From an optimization exercise on the open Yosys and OpenROAD flow, aimed at small area; shortcuts taken in it are not production practice. Only simulation tests tie the RTL to the original design; equivalence was not proved.

==> run K <==
==> flow/design.v <==
module pisb_sense (
    input  wire        clk,
    input  wire        rst,
    input  wire        start,
    input  wire [11:0] raw,
    output wire        ready,
    output reg         done,
    output reg  [31:0] v,
    output reg  [31:0] rawc,
    output reg  [31:0] filtc,
    output wire [31:0] filtf,
    output wire        led,
    output reg  [5:0]  cursor,
    output reg         filled
);
    localparam [27:0] Y_C    = 28'h0D33333 << 3;   
    localparam [27:0] Y_V0   = 28'h0A05BC0 << 3;   
    localparam [27:0] Y_V01  = 28'h0502DE0 << 3;   
    localparam [27:0] Y_V02  = 28'h02816F0 << 3;   
    localparam [27:0] Y_S    = 28'h089A027 << 3;   
    localparam [27:0] Y_5    = 28'h0A00000 << 3;   
    localparam [4:0] S_IDLE  = 5'd0,
                     S_WAITQ = 5'd1,
                     S_MUL0  = 5'd2,
                     S_MUL   = 5'd3,
                     S_NR    = 5'd4,
                     S_OVF   = 5'd5,
                     S_ALV   = 5'd6,
                     S_NEG   = 5'd7,
                     S_DIV   = 5'd8,
                     S_QLD   = 5'd9,
                     S_ADD0  = 5'd10,
                     S_ALN   = 5'd11,
                     S_STORE = 5'd12,
                     S_FC0   = 5'd13,
                     S_FC1   = 5'd14,
                     S_FCST  = 5'd15,
                     S_X90   = 5'd16,
                     S_DONE  = 5'd17;
    localparam [2:0] G_V   = 3'd0,    
                     G_D   = 3'd1,    
                     G_Q   = 3'd2,    
                     G_S   = 3'd3,    
                     G_FC  = 3'd4,    
                     G_X9  = 3'd5,    
                     G_F5  = 3'd6,    
                     G_F32 = 3'd7;    
    localparam [3:0] Y_ZERO = 4'd0,
                     Y_MULS = 4'd1,
                     Y_V0S  = 4'd2,
                     Y_DVS  = 4'd3,
                     Y_B    = 4'd4,
                     Y_RND  = 4'd5;
    reg [4:0]  state;
    reg [2:0]  stage;
    reg [5:0]  ph;
    reg [479:0] ring;
    reg [11:0] rq;
    reg        rqv;
    reg [5:0]  idx;
    reg        loopph, is_new, is_last, vfirst;
    reg [27:0] A;
    reg [26:0] B;
    reg [7:0]  E;
    reg        sA;
    reg        F;
    reg [6:0]  K;
    assign ready = (state == S_IDLE) && (ph == cursor);
    wire accept = start && ready && !rst;
    always @(posedge clk)
        ring <= {ring[467:0], accept ? raw : ring[479:468]};
    wire [11:0] head = ring[479:468];
    always @(posedge clk) begin
        if (rst) ph <= 6'd0;
        else     ph <= (ph == 6'd39) ? 6'd0 : ph + 6'd1;
    end
    wire [5:0] cnt      = filled ? 6'd40 : cursor;
    wire [5:0] idx_inc  = idx + 6'd1;
    wire [5:0] cur_cmp  = (cursor == 6'd0) ? 6'd40 : cursor;
    wire       fetch    = loopph && !rqv && (ph == idx) && (state != S_MUL);
    wire       valid    = filled || (cursor != 6'd0);
    reg  [5:0] cnt_n;
    reg  [2:0] cnt_bl;
    always @* begin
        if (cnt[5])      begin cnt_n = cnt;               cnt_bl = 3'd6; end
        else if (cnt[4]) begin cnt_n = {cnt[4:0], 1'b0};  cnt_bl = 3'd5; end
        else if (cnt[3]) begin cnt_n = {cnt[3:0], 2'b0};  cnt_bl = 3'd4; end
        else if (cnt[2]) begin cnt_n = {cnt[2:0], 3'b0};  cnt_bl = 3'd3; end
        else if (cnt[1]) begin cnt_n = {cnt[1:0], 4'b0};  cnt_bl = 3'd2; end
        else             begin cnt_n = {cnt[0],   5'b0};  cnt_bl = 3'd1; end
    end
    wire       sel32 = (stage == G_F32);
    wire [7:0] ea    = sel32 ? 8'd132 : filtc[30:23];
    wire       sB    = sel32 ? 1'b0 : filtc[31];
    wire       accnz = (filtc[30:23] != 8'd0);
    wire [26:0] bload = sel32 ? {1'b1, 26'd0} : {accnz, filtc[22:0], 3'b000};
    wire       Az    = (A == 28'd0);
    wire [31:0] pack = A[26] ? {sA, E, A[25:3]} : 32'd0;
    assign filtf = valid ? pack : 32'h42000000;
    wire   lt40  = filtc[31] || (filtc[30:23] < 8'd132) ||
                   ((filtc[30:23] == 8'd132) && (filtc[22:21] == 2'b00));
    assign led   = valid && lt40;
    reg        enA, invA, invY;
    reg [3:0]  ysel;
    reg [1:0]  amode;       
    reg        qdiv;        
    reg        aclr;        
    reg [1:0]  bmode;       
    reg [1:0]  ebase;       
    reg [7:0]  xe;
    reg        ecin;
    reg        eload, kload;
    reg [1:0]  kmode;       
    reg [4:0]  nstate;
    reg [2:0]  nstage;
    reg        sA_n, F_n;
    wire       inc = A[2] & (A[3] | A[1] | A[0] | F);
    reg  [27:0] yv;
    always @* begin
        case (ysel)
            Y_MULS: yv = rq[0] ? (loopph ? Y_C : {1'b0, B}) : 28'd0;
            Y_V0S:  yv = (E == 8'd126) ? Y_V0 : (E == 8'd127) ? Y_V01 : Y_V02;
            Y_DVS:  yv = (stage == G_Q)  ? Y_S :
                         (stage == G_FC) ? {1'b0, cnt_n, 21'd0} : Y_5;
            Y_B:    yv = {1'b0, B};
            Y_RND:  yv = {24'd0, inc, 3'd0};
            default: yv = 28'd0;
        endcase
    end
    wire [27:0] xa  = (enA ? A : 28'd0) ^ {28{invA}};
    wire [27:0] yx  = yv ^ {28{invY}};
    wire [28:0] sum = {1'b0, xa} + {1'b0, yx} + {28'd0, invA | invY};
    wire        cout = sum[28];
    reg  [27:0] An;
    always @* begin
        case (amode)
            2'd1:    An = {sum[28], sum[27:2], sum[1] | sum[0]};
            2'd2:    An = {(qdiv && cout) ? sum[26:0] : A[26:0], 1'b0};
            default: An = sum[27:0];
        endcase
        if (aclr) An[2:0] = 3'd0;
    end
    wire [7:0] ebv  = (ebase == 2'd1) ? ea : (ebase == 2'd2) ? 8'd0 : E;
    wire [7:0] eadd = ebv + xe + {7'd0, ecin};
    wire       effsub = sA ^ sB;
    wire       lz     = K[2];            
    task after_round;
        begin
            case (stage)
                G_V:  nstate = S_ALV;
                G_D:  begin nstate = S_DIV;  nstage = G_Q; kmode = 2'd1; end
                G_Q:  begin nstate = S_ADD0; nstage = G_S; end
                G_S:  nstate = S_STORE;
                G_FC: nstate = S_FCST;
                G_X9: begin nstate = S_DIV;  nstage = G_F5; kmode = 2'd1; end
                G_F5: begin nstate = S_ADD0; nstage = G_F32; end
                default: nstate = S_DONE;
            endcase
        end
    endtask
    task norm_round;
        begin
            if (A[27]) begin
                amode = 2'd1; xe = 8'd1;
            end else if (A[26] || Az) begin
                ysel = Y_RND; aclr = 1'b1; F_n = 1'b0;
                if (Az) sA_n = 1'b0;
                if (sum[27]) nstate = S_OVF;
                else after_round;
            end else begin
                amode = 2'd2; xe = 8'hFF;
            end
        end
    endtask
    always @* begin
        enA = 1'b1; invA = 1'b0; invY = 1'b0; ysel = Y_ZERO;
        amode = 2'd0; qdiv = 1'b0; aclr = 1'b0; bmode = 2'd0;
        ebase = 2'd0; xe = 8'd0; ecin = 1'b0; eload = 1'b1; kload = 1'b0;
        kmode = 2'd0; nstate = state; nstage = stage; sA_n = sA; F_n = F;
        case (state)
            S_IDLE: begin
                if (accept) begin
                    ebase = 2'd2; xe = 8'd116;
                    nstate = S_WAITQ; nstage = G_V;
                end
            end
            S_WAITQ: begin
                ebase = 2'd2; xe = 8'd116;
                if (rqv) nstate = S_MUL0;
            end
            S_MUL0: begin
                enA = 1'b0; ysel = Y_MULS; amode = 2'd1; xe = 8'd1;
                F_n = 1'b0;
                if (loopph) sA_n = 1'b0;
                nstate = S_MUL;
            end
            S_MUL: begin
                if (rq != 12'd0) begin
                    ysel = Y_MULS; amode = 2'd1; xe = 8'd1;
                end else
                    norm_round;
            end
            S_NR:  norm_round;
            S_OVF: begin
                amode = 2'd1; xe = 8'd1;
                after_round;
            end
            S_ALV: begin
                if (E < 8'd126) begin
                    amode = 2'd1; xe = 8'd1;
                end else begin
                    ysel = Y_V0S; invY = 1'b1; sA_n = 1'b0; nstage = G_D;
                    nstate = cout ? S_NR : S_NEG;
                end
            end
            S_NEG: begin
                invA = 1'b1; sA_n = ~sA; nstate = S_NR;
            end
            S_DIV: begin
                ysel = Y_DVS; invY = 1'b1; amode = 2'd2; qdiv = 1'b1;
                bmode = 2'd2; kmode = 2'd2;
                if (K >= 7'd26 && B[25]) nstate = S_QLD;
            end
            S_QLD: begin
                F_n = !Az; enA = 1'b0; ysel = Y_B;
                case (stage)
                    G_Q:     begin xe = lz ? 8'd8 : 8'd9; sA_n = ~sA; end
                    G_FC:    xe = lz ? 8'hFF : 8'd0;
                    default: xe = lz ? 8'hFD : 8'hFE;
                endcase
                nstate = S_NR;
            end
            S_ADD0: begin
                bmode = 2'd1;
                if (Az) begin
                    ebase = 2'd1; kmode = 2'd1;
                end else begin
                    xe = ~ea; ecin = 1'b1; eload = 1'b0; kload = 1'b1;
                end
                if (!sel32 && !accnz) nstate = S_STORE;
                else nstate = S_ALN;
            end
            S_ALN: begin
                if (!K[6] && K != 7'd0 && B[26:1] != 26'd0) begin
                    bmode = 2'd3; kmode = 2'd3;
                end else if (K[6]) begin
                    amode = 2'd1; xe = 8'd1; kmode = 2'd2;
                end else begin
                    ysel = Y_B; invY = effsub;
                    nstate = (effsub && !cout) ? S_NEG : S_NR;
                end
            end
            S_STORE: begin
                ebase = 2'd2; xe = 8'd116; nstage = G_V;
                if (is_last) nstate = S_FC0;
                else if (rqv) nstate = S_MUL0;
                else nstate = S_WAITQ;
            end
            S_FC0: begin
                bmode = 2'd1; sA_n = sB;
                ebase = 2'd1; xe = 8'd1 - {5'd0, cnt_bl};
                if (!accnz) begin
                    enA = 1'b0; sA_n = 1'b0; nstage = G_F32; nstate = S_ADD0;
                end else
                    nstate = S_FC1;
            end
            S_FC1: begin
                enA = 1'b0; ysel = Y_B; kmode = 2'd1; nstage = G_FC;
                nstate = S_DIV;
            end
            S_FCST: nstate = S_X90;
            S_X90: begin
                bmode = 2'd1; ebase = 2'd1; nstage = G_X9; nstate = S_MUL0;
            end
            S_DONE: nstate = S_IDLE;
            default: nstate = S_IDLE;
        endcase
    end
    always @(posedge clk) begin
        A  <= An;
        sA <= sA_n;
        F  <= F_n;
        if (eload) E <= eadd;
        if (kload) K <= eadd[6:0];
        else case (kmode)
            2'd1: K <= 7'd0;
            2'd2: K <= K + 7'd1;
            2'd3: K <= K - 7'd1;
            default: ;
        endcase
        case (bmode)
            2'd1: B <= bload;
            2'd2: B <= {B[25:0], cout};
            2'd3: B <= {1'b0, B[26:2], B[1] | B[0]};
            default: ;
        endcase
        stage <= nstage;
        if (fetch)
            rq <= head;
        else if (state == S_X90)
            rq <= 12'd9;
        else if (state == S_MUL0 || (state == S_MUL && rq != 12'd0))
            rq <= {1'b0, rq[11:1]};
        if (accept) begin
            idx    <= 6'd0;
            loopph <= 1'b1;
            rqv    <= 1'b0;
        end else begin
            if (fetch)
                rqv <= 1'b1;
            if (state == S_MUL0 && loopph) begin
                rqv     <= 1'b0;
                idx     <= idx_inc;
                is_new  <= (idx_inc == cur_cmp);
                is_last <= (idx_inc == cnt);
            end
            if (state == S_STORE && is_last)
                loopph <= 1'b0;
        end
        vfirst <= (nstate == S_ALV) && (state != S_ALV);
    end
    always @(posedge clk) begin
        if (rst) begin
            state  <= S_IDLE;
            done   <= 1'b0;
            v      <= 32'd0;
            rawc   <= 32'd0;
            filtc  <= 32'd0;
            cursor <= 6'd0;
            filled <= 1'b0;
        end else begin
            state <= nstate;
            done  <= (state == S_DONE);
            if (accept) begin
                if (cursor == 6'd39) begin
                    cursor <= 6'd0;
                    filled <= 1'b1;
                end else
                    cursor <= cursor + 6'd1;
                filtc  <= 32'd0;
            end
            if (state == S_ALV && vfirst && is_new)
                v <= {1'b0, pack[30:0]};
            if (state == S_ADD0 && stage == G_S && is_new)
                rawc <= pack;
            if (state == S_STORE || state == S_FCST)
                filtc <= pack;
        end
    end
endmodule
==> flow/run.sh <==
#!/bin/bash
# synth_recipe.tcl (not shown) runs the flow's synth.tcl, then flattens the netlist and writes it again
# the make line also repeats each setting of config.mk as NAME=value (left out here)
make -C /OpenROAD-flow-scripts/flow DESIGN_CONFIG=/design/flow/config.mk WORK_HOME=/design/flow/orfs CLKGATE_MAP_FILE= SYNTH_SCRIPT=/design/flow/synth_recipe.tcl finish
==> flow/config.mk <==
export PLATFORM = sky130hd
export DESIGN_NAME = pisb_sense
export DESIGN_NICKNAME = pisb_sense
export VERILOG_FILES = /design/flow/design.v
export SDC_FILE = /design/flow/constraint.sdc
export NUM_CORES = 4
export LEC_CHECK = 0
export CAP_MARGIN = 20
export CORE_MARGIN = 2
export CORE_UTILIZATION = 35
export SLEW_MARGIN = 20
==> flow/constraint.sdc <==
create_clock -name core_clock -period 25.0 [get_ports {clk}]
set_input_delay 5.0000 -clock core_clock [delete_from_list [all_inputs] [get_ports {clk}]]
set_output_delay 5.0000 -clock core_clock [all_outputs]
set_load 0.01 [all_outputs]
==> run P (differences from run K) <==
--- a/flow/design.v
+++ b/flow/design.v
@@ -4,8 +4,8 @@
     input  wire        start,
     input  wire [11:0] raw,
     output wire        ready,
-    output reg         done,
-    output reg  [31:0] v,
+    output wire        done,
+    output wire [31:0] v,
     output reg  [31:0] rawc,
     output reg  [31:0] filtc,
     output wire [31:0] filtf,
@@ -36,7 +36,9 @@
                      S_FC1   = 5'd14,
                      S_FCST  = 5'd15,
                      S_X90   = 5'd16,
-                     S_DONE  = 5'd17;
+                     S_DONE  = 5'd17,
+                     S_PARK  = 5'd18,
+                     S_VW    = 5'd19;
     localparam [2:0] G_V   = 3'd0,    
                      G_D   = 3'd1,    
                      G_Q   = 3'd2,    
@@ -58,14 +60,16 @@
     reg [11:0] rq;
     reg        rqv;
     reg [5:0]  idx;
-    reg        loopph, is_new, is_last, vfirst;
+    reg        loopph, fen;
+    reg        sF;
     reg [27:0] A;
     reg [26:0] B;
     reg [7:0]  E;
     reg        sA;
     reg        F;
-    reg [6:0]  K;
+    reg [7:0]  K;
     assign ready = (state == S_IDLE) && (ph == cursor);
+    assign done  = (state == S_DONE);
     wire accept = start && ready && !rst;
     always @(posedge clk)
         ring <= {ring[467:0], accept ? raw : ring[479:468]};
@@ -77,7 +81,10 @@
     wire [5:0] cnt      = filled ? 6'd40 : cursor;
     wire [5:0] idx_inc  = idx + 6'd1;
     wire [5:0] cur_cmp  = (cursor == 6'd0) ? 6'd40 : cursor;
-    wire       fetch    = loopph && !rqv && (ph == idx) && (state != S_MUL);
+    wire       is_new   = (idx == cur_cmp);
+    wire       is_last  = (idx == cnt);
+    wire [5:0] cur_m1   = (cursor == 6'd0) ? 6'd39 : cursor - 6'd1;
+    wire       fetch    = fen && !rqv && (ph == idx) && (state != S_MUL);
     wire       valid    = filled || (cursor != 6'd0);
     reg  [5:0] cnt_n;
     reg  [2:0] cnt_bl;
@@ -95,8 +102,9 @@
     wire       accnz = (filtc[30:23] != 8'd0);
     wire [26:0] bload = sel32 ? {1'b1, 26'd0} : {accnz, filtc[22:0], 3'b000};
     wire       Az    = (A == 28'd0);
-    wire [31:0] pack = A[26] ? {sA, E, A[25:3]} : 32'd0;
-    assign filtf = valid ? pack : 32'h42000000;
+    wire [31:0] pack = {sA, E, A[25:3]};
+    assign v     = valid ? {1'b0, E, A[25:3]} : 32'd0;
+    assign filtf = valid ? {sF, K, B[25:3]} : 32'h42000000;
     wire   lt40  = filtc[31] || (filtc[30:23] < 8'd132) ||
                    ((filtc[30:23] == 8'd132) && (filtc[22:21] == 2'b00));
     assign led   = valid && lt40;
@@ -105,7 +113,7 @@
     reg [1:0]  amode;       
     reg        qdiv;        
     reg        aclr;        
-    reg [1:0]  bmode;       
+    reg [2:0]  bmode;       
     reg [1:0]  ebase;       
     reg [7:0]  xe;
     reg        ecin;
@@ -118,17 +126,17 @@
     reg  [27:0] yv;
     always @* begin
         case (ysel)
-            Y_MULS: yv = rq[0] ? (loopph ? Y_C : {1'b0, B}) : 28'd0;
-            Y_V0S:  yv = (E == 8'd126) ? Y_V0 : (E == 8'd127) ? Y_V01 : Y_V02;
-            Y_DVS:  yv = (stage == G_Q)  ? Y_S :
-                         (stage == G_FC) ? {1'b0, cnt_n, 21'd0} : Y_5;
-            Y_B:    yv = {1'b0, B};
+            Y_MULS: yv = rq[0] ? ((stage == G_X9) ? {1'b0, B} : Y_C) : 28'd0;
+            Y_V0S:  yv = (E == 8'd126) ? ~Y_V0 : (E == 8'd127) ? ~Y_V01 : ~Y_V02;
+            Y_DVS:  yv = (stage == G_Q)  ? ~Y_S :
+                         (stage == G_FC) ? {1'b1, ~cnt_n, {21{1'b1}}} : ~Y_5;
+            Y_B:    yv = {invY, B ^ {27{invY}}};
             Y_RND:  yv = {24'd0, inc, 3'd0};
             default: yv = 28'd0;
         endcase
     end
     wire [27:0] xa  = (enA ? A : 28'd0) ^ {28{invA}};
-    wire [27:0] yx  = yv ^ {28{invY}};
+    wire [27:0] yx  = yv;
     wire [28:0] sum = {1'b0, xa} + {1'b0, yx} + {28'd0, invA | invY};
     wire        cout = sum[28];
     reg  [27:0] An;
@@ -147,14 +155,14 @@
     task after_round;
         begin
             case (stage)
-                G_V:  nstate = S_ALV;
+                G_V:  nstate = loopph ? S_ALV : S_DONE;
                 G_D:  begin nstate = S_DIV;  nstage = G_Q; kmode = 2'd1; end
                 G_Q:  begin nstate = S_ADD0; nstage = G_S; end
                 G_S:  nstate = S_STORE;
                 G_FC: nstate = S_FCST;
                 G_X9: begin nstate = S_DIV;  nstage = G_F5; kmode = 2'd1; end
                 G_F5: begin nstate = S_ADD0; nstage = G_F32; end
-                default: nstate = S_DONE;
+                default: nstate = S_PARK;
             endcase
         end
     endtask
@@ -164,7 +172,7 @@
                 amode = 2'd1; xe = 8'd1;
             end else if (A[26] || Az) begin
                 ysel = Y_RND; aclr = 1'b1; F_n = 1'b0;
-                if (Az) sA_n = 1'b0;
+                if (Az) begin sA_n = 1'b0; ebase = 2'd2; end
                 if (sum[27]) nstate = S_OVF;
                 else after_round;
             end else begin
@@ -174,7 +182,7 @@
     endtask
     always @* begin
         enA = 1'b1; invA = 1'b0; invY = 1'b0; ysel = Y_ZERO;
-        amode = 2'd0; qdiv = 1'b0; aclr = 1'b0; bmode = 2'd0;
+        amode = 2'd0; qdiv = 1'b0; aclr = 1'b0; bmode = 3'd0;
         ebase = 2'd0; xe = 8'd0; ecin = 1'b0; eload = 1'b1; kload = 1'b0;
         kmode = 2'd0; nstate = state; nstage = stage; sA_n = sA; F_n = F;
         case (state)
@@ -191,7 +199,7 @@
             S_MUL0: begin
                 enA = 1'b0; ysel = Y_MULS; amode = 2'd1; xe = 8'd1;
                 F_n = 1'b0;
-                if (loopph) sA_n = 1'b0;
+                if (stage != G_X9) sA_n = 1'b0;
                 nstate = S_MUL;
             end
             S_MUL: begin
@@ -207,7 +215,11 @@
             end
             S_ALV: begin
                 if (E < 8'd126) begin
-                    amode = 2'd1; xe = 8'd1;
+                    if (Az) begin
+                        ebase = 2'd2; xe = 8'd126;
+                    end else begin
+                        amode = 2'd1; xe = 8'd1;
+                    end
                 end else begin
                     ysel = Y_V0S; invY = 1'b1; sA_n = 1'b0; nstage = G_D;
                     nstate = cout ? S_NR : S_NEG;
@@ -218,8 +230,8 @@
             end
             S_DIV: begin
                 ysel = Y_DVS; invY = 1'b1; amode = 2'd2; qdiv = 1'b1;
-                bmode = 2'd2; kmode = 2'd2;
-                if (K >= 7'd26 && B[25]) nstate = S_QLD;
+                bmode = 3'd2; kmode = 2'd2;
+                if (K >= 8'd26 && B[25]) nstate = S_QLD;
             end
             S_QLD: begin
                 F_n = !Az; enA = 1'b0; ysel = Y_B;
@@ -231,7 +243,7 @@
                 nstate = S_NR;
             end
             S_ADD0: begin
-                bmode = 2'd1;
+                bmode = 3'd1;
                 if (Az) begin
                     ebase = 2'd1; kmode = 2'd1;
                 end else begin
@@ -241,9 +253,9 @@
                 else nstate = S_ALN;
             end
             S_ALN: begin
-                if (!K[6] && K != 7'd0 && B[26:1] != 26'd0) begin
-                    bmode = 2'd3; kmode = 2'd3;
-                end else if (K[6]) begin
+                if (!K[7] && K != 8'd0 && B[26:1] != 26'd0) begin
+                    bmode = 3'd3; kmode = 2'd3;
+                end else if (K[7]) begin
                     amode = 2'd1; xe = 8'd1; kmode = 2'd2;
                 end else begin
                     ysel = Y_B; invY = effsub;
@@ -257,7 +269,7 @@
                 else nstate = S_WAITQ;
             end
             S_FC0: begin
-                bmode = 2'd1; sA_n = sB;
+                bmode = 3'd1; sA_n = sB;
                 ebase = 2'd1; xe = 8'd1 - {5'd0, cnt_bl};
                 if (!accnz) begin
                     enA = 1'b0; sA_n = 1'b0; nstage = G_F32; nstate = S_ADD0;
@@ -270,7 +282,15 @@
             end
             S_FCST: nstate = S_X90;
             S_X90: begin
-                bmode = 2'd1; ebase = 2'd1; nstage = G_X9; nstate = S_MUL0;
+                bmode = 3'd1; ebase = 2'd1; nstage = G_X9; nstate = S_MUL0;
+            end
+            S_PARK: begin
+                bmode = 3'd4; eload = 1'b0; kload = 1'b1; nstate = S_VW;
+                nstage = G_V;
+            end
+            S_VW: begin
+                ebase = 2'd2; xe = 8'd116;
+                if (rqv) nstate = S_MUL0;
             end
             S_DONE: nstate = S_IDLE;
             default: nstate = S_IDLE;
@@ -281,19 +301,21 @@
         sA <= sA_n;
         F  <= F_n;
         if (eload) E <= eadd;
-        if (kload) K <= eadd[6:0];
+        if (kload) K <= eadd;
         else case (kmode)
-            2'd1: K <= 7'd0;
-            2'd2: K <= K + 7'd1;
-            2'd3: K <= K - 7'd1;
+            2'd1: K <= 8'd0;
+            2'd2: K <= K + 8'd1;
+            2'd3: K <= K - 8'd1;
             default: ;
         endcase
         case (bmode)
-            2'd1: B <= bload;
-            2'd2: B <= {B[25:0], cout};
-            2'd3: B <= {1'b0, B[26:2], B[1] | B[0]};
+            3'd1: B <= bload;
+            3'd2: B <= {B[25:0], cout};
+            3'd3: B <= {1'b0, B[26:2], B[1] | B[0]};
+            3'd4: B <= A[26:0];
             default: ;
         endcase
+        if (state == S_PARK) sF <= sA;
         stage <= nstage;
         if (fetch)
             rq <= head;
@@ -304,33 +326,35 @@
         if (accept) begin
             idx    <= 6'd0;
             loopph <= 1'b1;
+            fen    <= 1'b1;
             rqv    <= 1'b0;
         end else begin
             if (fetch)
                 rqv <= 1'b1;
-            if (state == S_MUL0 && loopph) begin
-                rqv     <= 1'b0;
-                idx     <= idx_inc;
-                is_new  <= (idx_inc == cur_cmp);
-                is_last <= (idx_inc == cnt);
+            if (state == S_MUL0) begin
+                rqv <= 1'b0;
+                idx <= idx_inc;
             end
-            if (state == S_STORE && is_last)
+            if (state == S_STORE && is_last) begin
                 loopph <= 1'b0;
+                fen    <= 1'b0;
+            end
+            if ((stage == G_X9 && nstage == G_F5) || (state == S_FC0 && !accnz)) begin
+                fen <= 1'b1;
+                rqv <= 1'b0;
+                idx <= cur_m1;
+            end
         end
-        vfirst <= (nstate == S_ALV) && (state != S_ALV);
     end
     always @(posedge clk) begin
         if (rst) begin
             state  <= S_IDLE;
-            done   <= 1'b0;
-            v      <= 32'd0;
             rawc   <= 32'd0;
             filtc  <= 32'd0;
             cursor <= 6'd0;
             filled <= 1'b0;
         end else begin
             state <= nstate;
-            done  <= (state == S_DONE);
             if (accept) begin
                 if (cursor == 6'd39) begin
                     cursor <= 6'd0;
@@ -339,8 +363,6 @@
                     cursor <= cursor + 6'd1;
                 filtc  <= 32'd0;
             end
-            if (state == S_ALV && vfirst && is_new)
-                v <= {1'b0, pack[30:0]};
             if (state == S_ADD0 && stage == G_S && is_new)
                 rawc <= pack;
             if (state == S_STORE || state == S_FCST)
Settings changed: CORE_UTILIZATION 35 to 70, CTS_CLUSTER_DIAMETER set to 100, CTS_CLUSTER_SIZE set to 25.
==> results.cfg <==
[status]
status = complete, no violations

[routing]
wl_per_cell_um = 19.3
viasPerCell = 5.21
met1_length_um = 29300
vias = 17500

[sta]
finClkSkew_ns = 0.0532

[layout]
clockNetworkAreaShare_pct = 8.80
multi_input_area_share_pct = 29.7
buf_share_pct = 6.02

[synth]
postSynthCellCount = 2313
synth-simple-area-share_pct = 14.4

[grt]
grtUsageMet2_pct = 28.7
(the above is from run K)
==> results.cfg <==
[grt]
grtUsageMet2_pct = 63.9

[routing]
vias = 17800
wl_per_cell_um = 24.5
viasPerCell = 6.55
met1_length_um = 24200

[synth]
synth-simple-area-share_pct = 14.2
postSynthCellCount = 2173

[status]
status = complete, no violations

[layout]
buf_share_pct = 6.57
(the above is from run P)

## afterwards: timing with drivers on the ports
No port has a modelled driver above. Below, the same layouts with a new extraction and two added sets of constraints. Step 1 (the two cells are an assumption about what drives the block):
set clk [get_ports {clk}]
set_driving_cell -lib_cell sky130_fd_sc_hd__clkbuf_16 $clk
set_driving_cell -lib_cell sky130_fd_sc_hd__buf_2 [delete_from_list [all_inputs] $clk]
Step 2 adds t to the input delays and takes it off the output delays; t is the mean of the earliest and latest rising clock arrival at the registers after step 1. Input paths then give back, and output paths get back, about the clock's delay inside the block. Three values: no drivers, after step 1, after step 2; two values: the first two.
run	t (ns)	setup slack, ns	hold WS [ns]	worst setup path after step 2
run K	0.664	16.188 / 16.188 / 15.950	0.284 / 0.284 / 0.284	input to register
run P	0.672	15.904 / 15.904 / 15.720	0.322 / 0.322 / 0.322	input to register
After both steps every run listed still meets setup and hold. The setup slack of run K, which loses most, moves by 0.000 ns with the drivers and by -0.238 ns with both steps.
